This is an optimization exercise on Yosys and OpenROAD, whose aim is small area, a short achievable clock period and few clock cycles per item, not a production implementation. Only simulation tests tie the RTL to the original design; equivalence was not proved. No activity file was given, so power comes from the tool's default toggle rates. The flow treats the clock pin as an ideal source, which a real chip does not have.

## modbus_rx
module modbus_rx (
    input  wire       clk,
    input  wire       rst,         
    input  wire       in_valid,
    output wire       in_ready,
    input  wire [7:0] in_data,
    output wire       out_valid,
    input  wire       out_ready,
    output wire [7:0] out_data,
    output wire       out_last
);
export LEC_CHECK = 0
export ABC_AREA = 1
export CAP_MARGIN = 20
export CORE_MARGIN = 2
export CORE_UTILIZATION = 58
export SLEW_MARGIN = 20
create_clock -name core_clock -period 10.0 [get_ports {clk}]
standard.sh (not shown) runs the stock make flow with config.mk's settings and CLKGATE_MAP_FILE= SYNTH_SCRIPT=/design/flow/synth_recipe.tcl, a recipe that flattens the netlist after the stock synthesis.
==> flow/flow/run.sh <==
#!/bin/bash
# Own layout flow: the standard ORFS flow (standard.sh), with
#  - clock tree synthesis with larger sink clusters and no dummy loads.
# The SDC, the clock period and every other setting are left as they are.
set -euo pipefail
export CTS_ARGS="-sink_clustering_enable -repair_clock_nets -sink_clustering_size 30 -sink_clustering_max_diameter 80 -dont_use_dummy_load"
bash standard.sh finish SETUP_SLACK_MARGIN=6.9 > standard.log 2>&1
The starting point passed the timing, DRC and antenna checks.
Testbench counts at the start, summed over its fixed seeds: cycles 26,792, frames 320.
==> next run, changes <==
- CORE_UTILIZATION: 58 -> 62
- PLACE_DENSITY: unset -> 0.85
Routed wire length climbs by about a fifth.
Clock power came out higher slightly.
Cell count decreases slightly.
Sequential share of layout area barely changes.
Count of clock-buffer cells in the layout went down by 1.
Cell area hardly moves.
Power went up slightly.
==> next run, changes <==
- CORE_UTILIZATION: 62 -> 50
- PLACE_DENSITY: 0.85 -> unset
Effect: Global-route usage came out lower by 5.1 points. Routed wire length came out lower by roughly a tenth. Cell area came out higher slightly. Count of clock-buffer cells in the layout came out higher by 2. Hold slack is about the same. First-iteration DRC count came out lower by roughly a tenth. Sequential share of layout area came out lower by 0.40 points. Combinational power hardly moves.
==> next run, changes <==
--- a/flow/flow/run.sh
+++ b/flow/flow/run.sh
@@ -6 +6 @@
-export CTS_ARGS="-sink_clustering_enable -repair_clock_nets -sink_clustering_size 30 -sink_clustering_max_diameter 80 -dont_use_dummy_load"
+export CTS_ARGS="-sink_clustering_enable -repair_clock_nets -sink_clustering_size 36 -sink_clustering_max_diameter 55 -dont_use_dummy_load"
- CORE_UTILIZATION: 50 -> 62
Non-clock buffer count went down by 7.
Total power rises by 3.0%.
Worst setup slack gets better by 43 ps.
Synthesized cell count is unchanged.
Die area is lower by about 20%.
Global-route usage rose by 2.9 points.
Worst hold slack improved by 13 ps.
Count of clock-buffer cells in the layout increases by 26.
Core utilization goes up by 14 points.
Cell area rises by about 0.5%.

== run A ==
Another version of the RTL of modbus_rx (not shown whole).
For scale: about 3300 cells after synthesis, ~2200 flip-flops, roughly 23 I/O pins, about 0.050 mm2 of cells after synthesis.
export LEC_CHECK = 0
export ABC_AREA = 1
export CAP_MARGIN = 20
export CORE_MARGIN = 2
export CORE_UTILIZATION = 40
export SLEW_MARGIN = 20
create_clock -name core_clock -period 10.0 [get_ports {clk}]
==> flow/flow/run.sh <==
#!/bin/bash
# Own layout flow: the standard ORFS flow (standard.sh), with
#  - clock tree synthesis with larger sink clusters and no dummy loads.
# The SDC, the clock period and every other setting are left as they are.
set -euo pipefail
export CTS_ARGS="-sink_clustering_enable -repair_clock_nets -sink_clustering_size 20 -sink_clustering_max_diameter 60 -root_buf sky130_fd_sc_hd__clkbuf_16 -tree_buf sky130_fd_sc_hd__clkbuf_16 -sink_clustering_buffer sky130_fd_sc_hd__clkbuf_8 -dont_use_dummy_load"
bash standard.sh finish SETUP_SLACK_MARGIN=6.9 > standard.log 2>&1
Run A went all the way through synthesis, placement and routing and the layout is clean on timing, DRC and antenna.
Testbench counts of run A, summed over its fixed seeds: cycles 26,816, frames 320.
Modified inputs, run B compared to run A
- ABC_AREA: 1 -> unset
==> flow/flow/run.sh <==
#!/bin/bash
# Own layout flow: the standard ORFS flow (standard.sh), with
#  - clock tree synthesis with larger sink clusters and no dummy loads.
# The SDC, the clock period and every other setting are left as they are.
set -euo pipefail
export CTS_ARGS="-sink_clustering_enable -repair_clock_nets -sink_clustering_size 30 -sink_clustering_max_diameter 80 -dont_use_dummy_load"
bash standard.sh finish SETUP_SLACK_MARGIN=6.9 > standard.log 2>&1
Results
The switching component of the power of run B falls short of that of run A by 34 uW. Summary: with run A as the reference, global-route wire length before repair in run B moved up by a few percent. Post-synthesis net count, run B vs run A: down by a few percent. Against run A as the reference, run B delivers a lower sequential share of layout area. | multi-input combinational cell count | run B vs run A | 41 lower |. Between run A and run B, the actual slew at the worst max-slew pin is lower for run B. For run A, the main combinational cell family by area after synthesis was simple AND/OR/NAND/NOR gates, unlike run B, where it was compound AO/OA/AOI/OAI gates. Final routed wire length divided by cell count, run A and run B: lower on run A.
The following lists how run C was set up differently from run B:
- ABC_AREA newly set to 1
==> flow/flow/run.sh <==
#!/bin/bash
# Own layout flow: the standard ORFS flow (standard.sh), with
#  - clock tree synthesis with larger sink clusters and no dummy loads.
# The SDC, the clock period and every other setting are left as they are.
set -euo pipefail
export CTS_ARGS="-sink_clustering_enable -repair_clock_nets -sink_clustering_size 24 -sink_clustering_max_diameter 60 -dont_use_dummy_load"
bash standard.sh finish SETUP_SLACK_MARGIN=6.9 > standard.log 2>&1
### Flow results
- Run C ended with every stage complete and zero timing, DRC or antenna violations.
- Run C vs. run B: setup fix buffers added after clock tree synthesis up 2, relative contribution of combinational cells to total power has decreased, adder and majority gate portion of the synthesized area held steady.
- Run C against run B: share of the cycle needed by the critical path after routing stayed essentially flat; total power per unit cell area rose by about 2.7%; synthesized cell count rose by 127.
- Going from run B to run C, number of global-route vias before repair rose by 68, flip-flop and latch share of the layout cell area now smaller, clock network power share increased 3.6 points.
### run C -> run D
==> flow/flow/run.sh <==
#!/bin/bash
# Own layout flow: the standard ORFS flow (standard.sh), with
#  - clock tree synthesis with larger sink clusters and no dummy loads.
# The SDC, the clock period and every other setting are left as they are.
set -euo pipefail
export CTS_ARGS="-sink_clustering_enable -repair_clock_nets -sink_clustering_size 30 -sink_clustering_max_diameter 80 -dont_use_dummy_load -balance_levels"
bash standard.sh finish SETUP_SLACK_MARGIN=6.9 > standard.log 2>&1
==> comparison <==
- Compared with run C, run D shows a clock distribution area overhead in the final layout that is 1.3 points lower.
- Compared to run C, run D has number of nets in the layout about 0.9% lower.
- Of the two candidates, run C has the worse cell leakage power and run D the better one.
- Slew at the pin with the worst max-slew slack (lower): run D
- Summary — worst ir drop on vdd, run D relative to run C: lower, by 0.041 mV.
The inputs of run E differ from those of run D as listed below.
==> flow/flow/run.sh <==
#!/bin/bash
# Own layout flow: the standard ORFS flow (standard.sh), with
#  - clock tree synthesis with larger sink clusters and no dummy loads.
# The SDC, the clock period and every other setting are left as they are.
set -euo pipefail
export CTS_ARGS="-sink_clustering_enable -repair_clock_nets -sink_clustering_size 30 -sink_clustering_max_diameter 80 -dont_use_dummy_load"
bash standard.sh finish SETUP_SLACK_MARGIN=6.9 > standard.log 2>&1
Notes after the runs:
- Looking at the reports, run E completed the entire flow and the layout it produced met the timing, DRC and antenna checks.
- Run D completed every stage of the flow, and the final layout passed the timing, DRC and antenna checks.
- Horizontal die dimension: run E vs run D — no meaningful difference
- Diff run E..run D | post-synthesis share of cell area spent on and, or, nand and nor gates | unchanged
- As far as detailed-routed wire length on met3 goes, run D and run E are indistinguishable; the numbers are identical.
- Compared with run D, in run E clock period minus final worst setup slack ~0 delta, overall track demand over capacity in global routing ~0 delta, internal power of the cells ~0 delta.
- As far as count of flip-flops with a built-in enable after synthesis goes, run D and run E are indistinguishable; the numbers are identical.
- Run E and run D ended up with nearly the same count of final max-slew check failures.
- As far as overall routed net length goes, run E and run D are indistinguishable; the numbers are identical.

modbus_rx, a different RTL version from the one above (not shown whole).
Size: about 3000 cells after synthesis, about 2200 flip-flops, ~23 I/O pins, ~50000 µm² of cells after synthesis.
==> flow/config.mk <==
export PLATFORM = sky130hd
export DESIGN_NAME = modbus_rx
export DESIGN_NICKNAME = modbus_rx
export VERILOG_FILES = /design/flow/design.v
export SDC_FILE = /design/flow/constraint.sdc
export NUM_CORES = 4
export LEC_CHECK = 0
export CAP_MARGIN = 20
export CORE_MARGIN = 2
export CORE_UTILIZATION = 40
export SLEW_MARGIN = 20
==> flow/constraint.sdc <==
create_clock -name core_clock -period 10.0 [get_ports {clk}]
set_input_delay 2.0000 -clock core_clock [delete_from_list [all_inputs] [get_ports {clk}]]
set_output_delay 2.0000 -clock core_clock [all_outputs]
set_load 0.01 [all_outputs]
==> flow/flow/run.sh <==
#!/bin/bash
# Own layout flow: the standard ORFS flow (standard.sh), with
#  - clock tree synthesis with larger sink clusters and no dummy loads.
# The SDC, the clock period and every other setting are left as they are.
set -euo pipefail
export CTS_ARGS="-sink_clustering_enable -repair_clock_nets -sink_clustering_size 36 -sink_clustering_max_diameter 70 -dont_use_dummy_load"
bash standard.sh finish SETUP_SLACK_MARGIN=6.9 > standard.log 2>&1
Testbench counts at the start, summed over its fixed seeds: cycles 26,816, frames 320.
Rerun with:
--- a/flow/flow/run.sh
+++ b/flow/flow/run.sh
@@ -6 +6 @@
-export CTS_ARGS="-sink_clustering_enable -repair_clock_nets -sink_clustering_size 36 -sink_clustering_max_diameter 70 -dont_use_dummy_load"
+export CTS_ARGS="-sink_clustering_enable -repair_clock_nets -sink_clustering_size 20 -sink_clustering_max_diameter 60 -buf_list sky130_fd_sc_hd__clkbuf_8 -dont_use_dummy_load"
Effect: The new run completed with no timing, DRC or antenna violations; area after synthesis stays the same; worst hold slack is worse by 11 ps; worst setup slack is worse by 110 ps; fmax is lower by a few percent; clock skew grows by 23 ps; total power goes down by a few percent; design area drops slightly; clock power falls by roughly a tenth.
Rerun with:
--- a/flow/flow/run.sh
+++ b/flow/flow/run.sh
@@ -6 +6 @@
-export CTS_ARGS="-sink_clustering_enable -repair_clock_nets -sink_clustering_size 20 -sink_clustering_max_diameter 60 -buf_list sky130_fd_sc_hd__clkbuf_8 -dont_use_dummy_load"
+export CTS_ARGS="-sink_clustering_enable -repair_clock_nets -sink_clustering_size 30 -sink_clustering_max_diameter 80 -dont_use_dummy_load"
Outcome:
- via count fell by about 0.9%
- wire length fell by 1.1%
- synthesized area stays the same
- sequential share of layout area fell by 0.42 points
- clock power rose by about 10%
- power rose by 2.3%
- cell area rose by 0.51%
- maximum frequency rose by about 4%
- clock-buffer cell count fell by 51

== the reference run ==
modbus_rx, a different RTL version from the one above (not shown whole).
For scale: roughly 3000 cells after synthesis, about 23 I/O pins, about 50000 um2 of cells after synthesis.
==> flow/design.v (excerpt) <==
module modbus_rx (
    input  wire       clk,
    input  wire       rst,         
    input  wire       in_valid,
    output wire       in_ready,
    input  wire [7:0] in_data,
    output wire       out_valid,
    input  wire       out_ready,
    output wire [7:0] out_data,
    output wire       out_last
);
    localparam integer L  = 261;       
    localparam integer DA = L - 1;     
    localparam integer TA = DA - 1;    
    localparam integer J  = 8;         
    localparam integer Q  = 12;        
    localparam [1:0] T_OK  = 2'd0;
    localparam [1:0] T_FC  = 2'd1;
    localparam [1:0] T_CRC = 2'd2;
    localparam [8:0] LM1 = L - 1;
    localparam [8:0] LM2 = L - 2;
    reg  [8*L-1:0] ring;
    wire     [7:0] ring_in;
    always @(posedge clk)
        ring <= {ring[8*(L-1)-1:0], ring_in};
    localparam [2:0] P_F0 = 3'd0, P_F1 = 3'd1, P_BC = 3'd2, P_DT = 3'd3,
                     P_CL = 3'd4, P_CH = 3'd5;
    reg        in_rdy;
    reg  [8:0] lw;                 
    reg        lw0;                
    reg        lwl;                
    reg  [2:0] ext;                
    reg  [2:0] pst;                
    reg  [7:0] dc;                 
    reg [15:0] crc;
    reg  [7:0] crc_lo;
    reg        lo_mm;              
    reg        fc_ok;
    reg  [8:0] le;                 
    reg        le0, le1;           
    reg        win;                
    assign in_ready = in_rdy;
    wire acc    = in_valid & in_rdy;
    wire ext_wr = (ext != 3'd0) && lw0 && !le1;
    wire [7:0] ext_byte = (ext == 3'd4) ? crc_lo :
                          (ext == 3'd3) ? crc[15:8] :
                          (ext == 3'd2) ? crc[7:0] : 8'h00;
    assign ring_in = acc ? in_data : ext_wr ? ext_byte : ring[8*L-1 -: 8];
    reg [15:0] crc_next;
    integer i;
    always @* begin
        crc_next = ((pst == P_F0) ? 16'hFFFF : crc) ^ {8'h00, in_data};
        for (i = 0; i < 8; i = i + 1)
            crc_next = crc_next[0] ? ((crc_next >> 1) ^ 16'hA001) : (crc_next >> 1);
  ...
Settings: LEC_CHECK=0, CAP_MARGIN=20, CORE_MARGIN=2, CORE_UTILIZATION=40, SLEW_MARGIN=20; clock period 10.0 ns.
==> flow/flow/run.sh <==
#!/bin/bash
set -euo pipefail
bash standard.sh finish SETUP_SLACK_MARGIN=6.9 > standard.log 2>&1
Testbench counts of the reference run, summed over its fixed seeds: cycles 26,816, frames 320.
Input changes introduced in the trial run (baseline for comparison: the reference run):
==> flow/flow/run.sh <==
#!/bin/bash
# Own layout flow: the standard ORFS flow (standard.sh), with
#  - clock tree synthesis with larger sink clusters and no dummy loads.
# The SDC, the clock period and every other setting are left as they are.
set -euo pipefail
export CTS_ARGS="-sink_clustering_enable -repair_clock_nets -sink_clustering_size 30 -sink_clustering_max_diameter 80 -dont_use_dummy_load"
bash standard.sh finish SETUP_SLACK_MARGIN=6.9 > standard.log 2>&1
Results
Between the reference run and the trial run, the flow reports final routed wirelength across all metal layers decreasing by a few percent.
The trial run vs. the reference run: sequential share of cell area went up by 6.1 points.
On total met2 wirelength after detailed routing, the higher figure sits with the reference run, not the trial run.
Of the trial run and the reference run, the run reporting the higher layout overhead on the synthesized area was the reference run.

The RTL this note starts from:
==> flow/design.v <==
module modbus_rx (
    input  wire       clk,
    input  wire       rst,         
    input  wire       in_valid,
    output wire       in_ready,
    input  wire [7:0] in_data,
    output wire       out_valid,
    input  wire       out_ready,
    output wire [7:0] out_data,
    output wire       out_last
);
    localparam integer L  = 261;       
    localparam integer DA = L - 4;     
    localparam integer TA = DA - 1;    
    localparam integer J  = 16;        
    localparam integer Q  = 10;        
    localparam [1:0] T_OK  = 2'd0;
    localparam [1:0] T_FC  = 2'd1;
    localparam [1:0] T_CRC = 2'd2;
    localparam [8:0] LM1 = L - 1;
    localparam [8:0] LM2 = L - 2;
    reg  [8*L-1:0] ring;
    wire     [7:0] ring_in;
    always @(posedge clk)
        ring <= {ring[8*(L-1)-1:0], ring_in};
    localparam [2:0] P_F0 = 3'd0, P_F1 = 3'd1, P_BC = 3'd2, P_DT = 3'd3,
                     P_CL = 3'd4, P_CH = 3'd5;
    reg        in_rdy;
    reg  [8:0] lw;                 
    reg        lw0;                
    reg        lwl;                
    reg  [2:0] ext;                
    reg  [2:0] pst;                
    reg  [7:0] dc;                 
    reg [15:0] crc;
    reg        lo_mm;              
    reg        fc_ok;
    reg  [8:0] le;                 
    reg        le3, le4;           
    reg        win;                
    assign in_ready = in_rdy;
    wire acc    = in_valid & in_rdy;
    wire ext_wr = (ext != 3'd0) && lw0 && !le4;
    wire [7:0] ext_byte = ext[0] ? crc[7:0] : crc[15:8];    
    assign ring_in = acc ? in_data : ext_wr ? ext_byte : ring[8*L-1 -: 8];
    reg [15:0] crc_next;
    integer i;
    always @* begin
        crc_next = ((pst == P_F0) ? 16'hFFFF : crc) ^ {8'h00, in_data};
        for (i = 0; i < 8; i = i + 1)
            crc_next = crc_next[0] ? ((crc_next >> 1) ^ 16'hA001) : (crc_next >> 1);
    end
    wire last_in  = acc && (pst == P_CH);
    wire crc_bad  = lo_mm || (in_data != crc[15:8]);
    wire ext_set  = last_in && crc_bad;
    wire [1:0] push_type = crc_bad ? T_CRC : (fc_ok ? T_OK : T_FC);
    reg  [1:0] q_mem [0:Q-1];
    reg  [3:0] q_wp, q_rp;
    reg        q_ne;               
    reg        q_full;             
    wire [1:0] q_head = q_mem[q_rp];
    localparam [2:0] E_H0 = 3'd0, E_J0 = 3'd1, E_J1 = 3'd2, E_J2 = 3'd3,
                     E_J3 = 3'd4, E_BD = 3'd5;
    reg  [2:0] est;
    reg  [1:0] etype;
    reg  [8:0] er;                 
    reg        eodd;
    reg  [7:0] ad;                 
    reg        b_emit, b_last, b_end, b_crcz, b_rhi;
    reg  [7:0] ta;
    integer k;
    always @* begin
        ta = ring[8*TA +: 8];
        for (k = 1; k < J; k = k + 1)
            if (le[3:0] == k) ta = ring[8*((TA + k) % L) +: 8];
    end
    wire e_ok  = (etype == T_OK);
    wire e_crc = (etype == T_CRC);
    reg       e_emit, e_last;
    reg [7:0] e_byte;
    always @* begin
        e_emit = 1'b0; e_last = 1'b0; e_byte = 8'h00;
        case (est)
            E_H0: begin e_emit = 1'b1; e_byte = {7'd0, q_head != T_OK}; end
            E_J0: begin e_emit = 1'b1;
                        e_byte = e_ok ? ta : e_crc ? 8'h03 : 8'h04; end
            E_J1: begin e_emit = 1'b1;
                        e_byte = e_ok ? ta : e_crc ? 8'h04 : 8'h00;
                        e_last = !e_ok && !e_crc; end
            E_J2: begin e_emit = e_ok; end
            E_J3: begin e_emit = e_ok; e_byte = {1'b0, ad[7:1]};
                        e_last = (ad[7:1] == 7'd0); end
            default: begin
                e_emit = b_emit;
                e_byte = b_rhi ? ta : ad;
                e_last = b_last;
            end
        endcase
    end
    function [4:0] bflags(input [8:0] x, input ok, input crc, input odd);
        begin
            bflags[4] = ok ? (x > {8'd0, odd}) : crc ? (x <= 9'd4) : 1'b0;      
            bflags[3] = ok ? (odd ? (x == 9'd2) : (x == 9'd1)) : (x == 9'd1);   
            bflags[2] = (x == 9'd1);                                              
            bflags[1] = crc && (x <= 9'd5);                                       
            bflags[0] = crc && (x == 9'd4);                                       
        end
    endfunction
    wire [8:0] bc_ext = {1'b0, ad} + (e_crc ? 9'd4 : 9'd0);
    wire       at_j3  = (est == E_J3);
    wire [8:0] er_n   = at_j3 ? bc_ext : er - 9'd1;
    wire       odd_n  = at_j3 ? ad[0] : eodd;
    wire [4:0] bf_n   = bflags(er_n, e_ok, e_crc, odd_n);
    reg       v0, l0;
    reg [7:0] d0;
    assign out_valid = v0;
    assign out_data  = d0;
    assign out_last  = l0;
    wire blk   = b_crcz && (est == E_BD) && (ext != 3'd0) && !q_ne;
    wire e_can = win && !blk && ((est != E_H0) || q_ne);
    wire load  = !v0 || out_ready;
    wire adv   = e_can && (!e_emit || load);
    wire q_pop = adv && (est == E_H0);
    reg        q_push;             
    reg  [1:0] q_type;
    wire       wr      = acc || ext_wr;
    wire       lw_keep = lw0 && wr;
    wire       lw0_n   = lw_keep || lwl;
    wire       ext0_n  = !ext_set && ((ext == 3'd0) || (ext == 3'd1 && ext_wr));
    wire       le4_n   = adv ? le4 : le3;
    wire [8:0] le_inc  = lwrap(le);
    wire       pst_ch_n = acc ? (pst == P_CL) : (pst == P_CH);
    wire       q_room_n = !pst_ch_n || !q_full;
    wire [3:0] q_wp_inc = (q_wp == Q - 1) ? 4'd0 : q_wp + 4'd1;
    wire [3:0] q_rp_inc = (q_rp == Q - 1) ? 4'd0 : q_rp + 4'd1;
    function [8:0] lwrap(input [8:0] x);
        lwrap = (x == LM1) ? 9'd0 : x + 9'd1;
    endfunction
    always @(posedge clk) begin
        if (rst) begin
            in_rdy <= 1'b1;
            lw     <= 9'd0;
            lw0    <= 1'b1;
            lwl    <= 1'b0;
            ext    <= 3'd0;
            pst    <= P_F0;
            q_wp   <= 4'd0;
            q_rp   <= 4'd0;
            q_ne   <= 1'b0;
            q_full <= 1'b0;
            q_push <= 1'b0;
            est    <= E_H0;
            le     <= (9'd1 - DA[8:0]) + L[8:0];    
            le3    <= 1'b0;
            le4    <= 1'b0;
            win    <= 1'b1;
            v0     <= 1'b0;
        end else begin
            in_rdy <= lw0_n && ext0_n && !le4_n && q_room_n;
            q_push <= last_in;
            lw  <= lw_keep ? 9'd0 : lwrap(lw);
            lw0 <= lw0_n;
            lwl <= !lw_keep && (lw == LM2);
            ext <= ext_set ? 3'd4 : ext_wr ? ext - 3'd1 : ext;
            if (q_push) q_wp <= q_wp_inc;
            if (q_pop)  q_rp <= q_rp_inc;
            case ({q_push, q_pop})
                2'b10: begin q_ne <= 1'b1; q_full <= (q_wp_inc == q_rp); end
                2'b01: begin q_ne <= (q_rp_inc != q_wp); q_full <= 1'b0; end
                default: ;
            endcase
            if (acc) begin
                case (pst)
                    P_F0: pst <= P_F1;
                    P_F1: pst <= P_BC;
                    P_BC: pst <= (in_data == 8'd0) ? P_CL : P_DT;
                    P_DT: if (dc == 8'd1) pst <= P_CL;
                    P_CL: pst <= P_CH;
                    default: pst <= P_F0;
                endcase
            end
            if (adv) begin
                case (est)
                    E_H0: est <= E_J0;
                    E_J0: est <= E_J1;
                    E_J1: est <= E_J2;
                    E_J2: est <= E_J3;
                    E_J3: est <= (bc_ext == 9'd0) ? E_H0 : E_BD;
                    default: if (b_end) est <= E_H0;
                endcase
            end else begin
                le  <= le_inc;
                le3 <= (le == 9'd2);
                le4 <= le3;
                win <= (le_inc < J);
            end
            if (load) v0 <= e_can && e_emit;
        end
        if (acc) begin
            if (pst != P_CL && pst != P_CH) crc <= crc_next;
            if (pst == P_F1) fc_ok <= (in_data == 8'h03) || (in_data == 8'h04);
            if (pst == P_BC) dc <= in_data;
            if (pst == P_DT) dc <= dc - 8'd1;
            if (pst == P_CL) lo_mm <= (in_data != crc[7:0]);
        end
        q_type <= push_type;
        if (q_push) q_mem[q_wp] <= q_type;
        if (adv) begin
            if (!(est == E_BD && b_rhi)) ad <= ta;
            if (est == E_H0) etype <= q_head;
            if (at_j3 || est == E_BD) begin
                er   <= er_n;
                eodd <= odd_n;
                {b_emit, b_last, b_end, b_crcz, b_rhi} <= bf_n;
            end
        end
        if (rst) begin
            d0 <= 8'h00;
            l0 <= 1'b0;
        end else if (load) begin
            d0 <= e_byte;
            l0 <= e_last;
        end
    end
endmodule
Settings: LEC_CHECK=0, ABC_AREA=1, CAP_MARGIN=20, CORE_MARGIN=2, CORE_UTILIZATION=62, SLEW_MARGIN=20; clock period 10.0 ns.
==> flow/flow/run.sh <==
#!/bin/bash
# Own layout flow: the standard ORFS flow (standard.sh), with
#  - clock tree synthesis with larger sink clusters and no dummy loads.
# The SDC, the clock period and every other setting are left as they are.
set -euo pipefail
export CTS_ARGS="-sink_clustering_enable -repair_clock_nets -sink_clustering_size 30 -sink_clustering_max_diameter 80 -dont_use_dummy_load"
bash standard.sh finish SETUP_SLACK_MARGIN=6.9 > standard.log 2>&1
Testbench counts at the start, summed over its fixed seeds: cycles 26,792, frames 320.
==> next run, changes <==
--- a/flow/flow/run.sh
+++ b/flow/flow/run.sh
@@ -7 +7 @@
-bash standard.sh finish SETUP_SLACK_MARGIN=6.9 > standard.log 2>&1
+bash standard.sh finish SETUP_SLACK_MARGIN=6.8 > standard.log 2>&1
--- a/flow/config.mk
+++ b/flow/config.mk
@@ -11 +11 @@
-export CORE_UTILIZATION = 62
+export CORE_UTILIZATION = 40
What happened: Via count stays flat; core utilization falls by 24 points; design area rises slightly; area after synthesis stays the same; worst setup slack got worse by 0.036 ns; fmax falls slightly; die area rises by well over a third; total power falls slightly; first-iteration DRC count rises by a little under a tenth.
==> next run, changes <==
--- a/flow/flow/run.sh
+++ b/flow/flow/run.sh
@@ -7 +7 @@
-bash standard.sh finish SETUP_SLACK_MARGIN=6.8 > standard.log 2>&1
+bash standard.sh finish SETUP_SLACK_MARGIN=6.9 > standard.log 2>&1
--- a/flow/config.mk
+++ b/flow/config.mk
@@ -11 +11,2 @@
-export CORE_UTILIZATION = 40
+export CORE_UTILIZATION = 62
+export PLACE_DENSITY = 0.78
Outcome: Sequential share of layout area goes up by 0.87 points. Core utilization goes up by 24 points. Power goes up by 0.31%. Sequential cell count is unchanged. Fmax goes up by 1.5%. Register-to-register slack improved by 0.05 ns. Cell area goes down by 1.0%. Synthesized area is unchanged. Via count is about the same. Sequential power hardly moves. Clock power barely changes.
==> next run, changes <==
--- a/flow/config.mk
+++ b/flow/config.mk
@@ -12 +12 @@
-export PLACE_DENSITY = 0.78
+export PLACE_DENSITY = 0.68
=> Critical path depth does not change. Synthesized cell count stays the same. Flip-flop and latch count stays the same. Die area stays the same. Wire length rises by 1.4%. Hold slack degrades by 0.014 ns. Worst setup slack gets worse by 0.025 ns.

[port drivers added, routing unchanged]
The results above use ideal ports. As a check the final layouts listed here were re-extracted and re-timed, cells and wires unchanged.
Step 1 assumes that a clkbuf_16 drives the clock port and a buf_2 every other input.
Step 2 also shifts input and output timing later by t, the mid clock arrival at the registers, as if the neighbouring blocks saw the same clock.
Slacks: ideal / step 1 / step 2; pairs: ideal / step 1.
run	t, ns	setup WS [ns]	worst setup path after step 2	latest minus earliest clock arrival (ns)	worst register clock-pin slew, ns
the first run of note 1	0.689	6.908 / 6.847 / 6.254	input to register	0.096 / 0.097	0.11 / 0.11
the second run of note 1	0.693	6.848 / 6.780 / 6.232	input to register	0.072 / 0.072	0.12 / 0.12
the third run of note 1	0.693	6.830 / 6.765 / 6.265	input to register	0.100 / 0.100	0.11 / 0.11
the fourth run of note 1	0.699	6.873 / 6.810 / 6.253	input to register	0.118 / 0.119	0.11 / 0.11
run A	0.738	6.757 / 6.691 / 6.172	input to register	0.089 / 0.090	0.11 / 0.11
run B	0.728	6.781 / 6.711 / 6.250	input to register	0.079 / 0.080	0.12 / 0.12
run C	0.733	6.784 / 6.718 / 6.181	input to register	0.086 / 0.086	0.09 / 0.09
run D	0.707	6.805 / 6.739 / 6.186	input to register	0.105 / 0.105	0.11 / 0.11
run E	0.707	6.805 / 6.739 / 6.186	input to register	0.105 / 0.105	0.11 / 0.11
the first run of note 3	0.717	6.828 / 6.766 / 6.219	input to register	0.087 / 0.087	0.12 / 0.12
the second run of note 3	0.832	6.713 / 6.652 / 6.058	input to register	0.116 / 0.116	0.11 / 0.11
the third run of note 3	0.697	6.840 / 6.777 / 6.186	input to register	0.103 / 0.102	0.11 / 0.11
the reference run	0.819	6.626 / 6.563 / 6.138	input to register	0.031 / 0.032	0.06 / 0.06
the trial run	0.694	6.728 / 6.665 / 6.288	input to register	0.091 / 0.091	0.11 / 0.11
the first run of note 5	0.666	6.867 / 6.806 / 6.306	input to register	0.113 / 0.113	0.11 / 0.11
the second run of note 5	0.700	6.831 / 6.767 / 6.109	input to register	0.080 / 0.080	0.11 / 0.11
the third run of note 5	0.705	6.879 / 6.812 / 6.290	input to register	0.071 / 0.071	0.11 / 0.11
the fourth run of note 5	0.673	6.854 / 6.796 / 6.326	input to register	0.106 / 0.105	0.12 / 0.12
After both steps setup and hold are still met in every run listed. For the second run of note 5, which loses most, drivers alone change the setup slack by -0.064 ns; drivers and shift together by -0.722 ns.
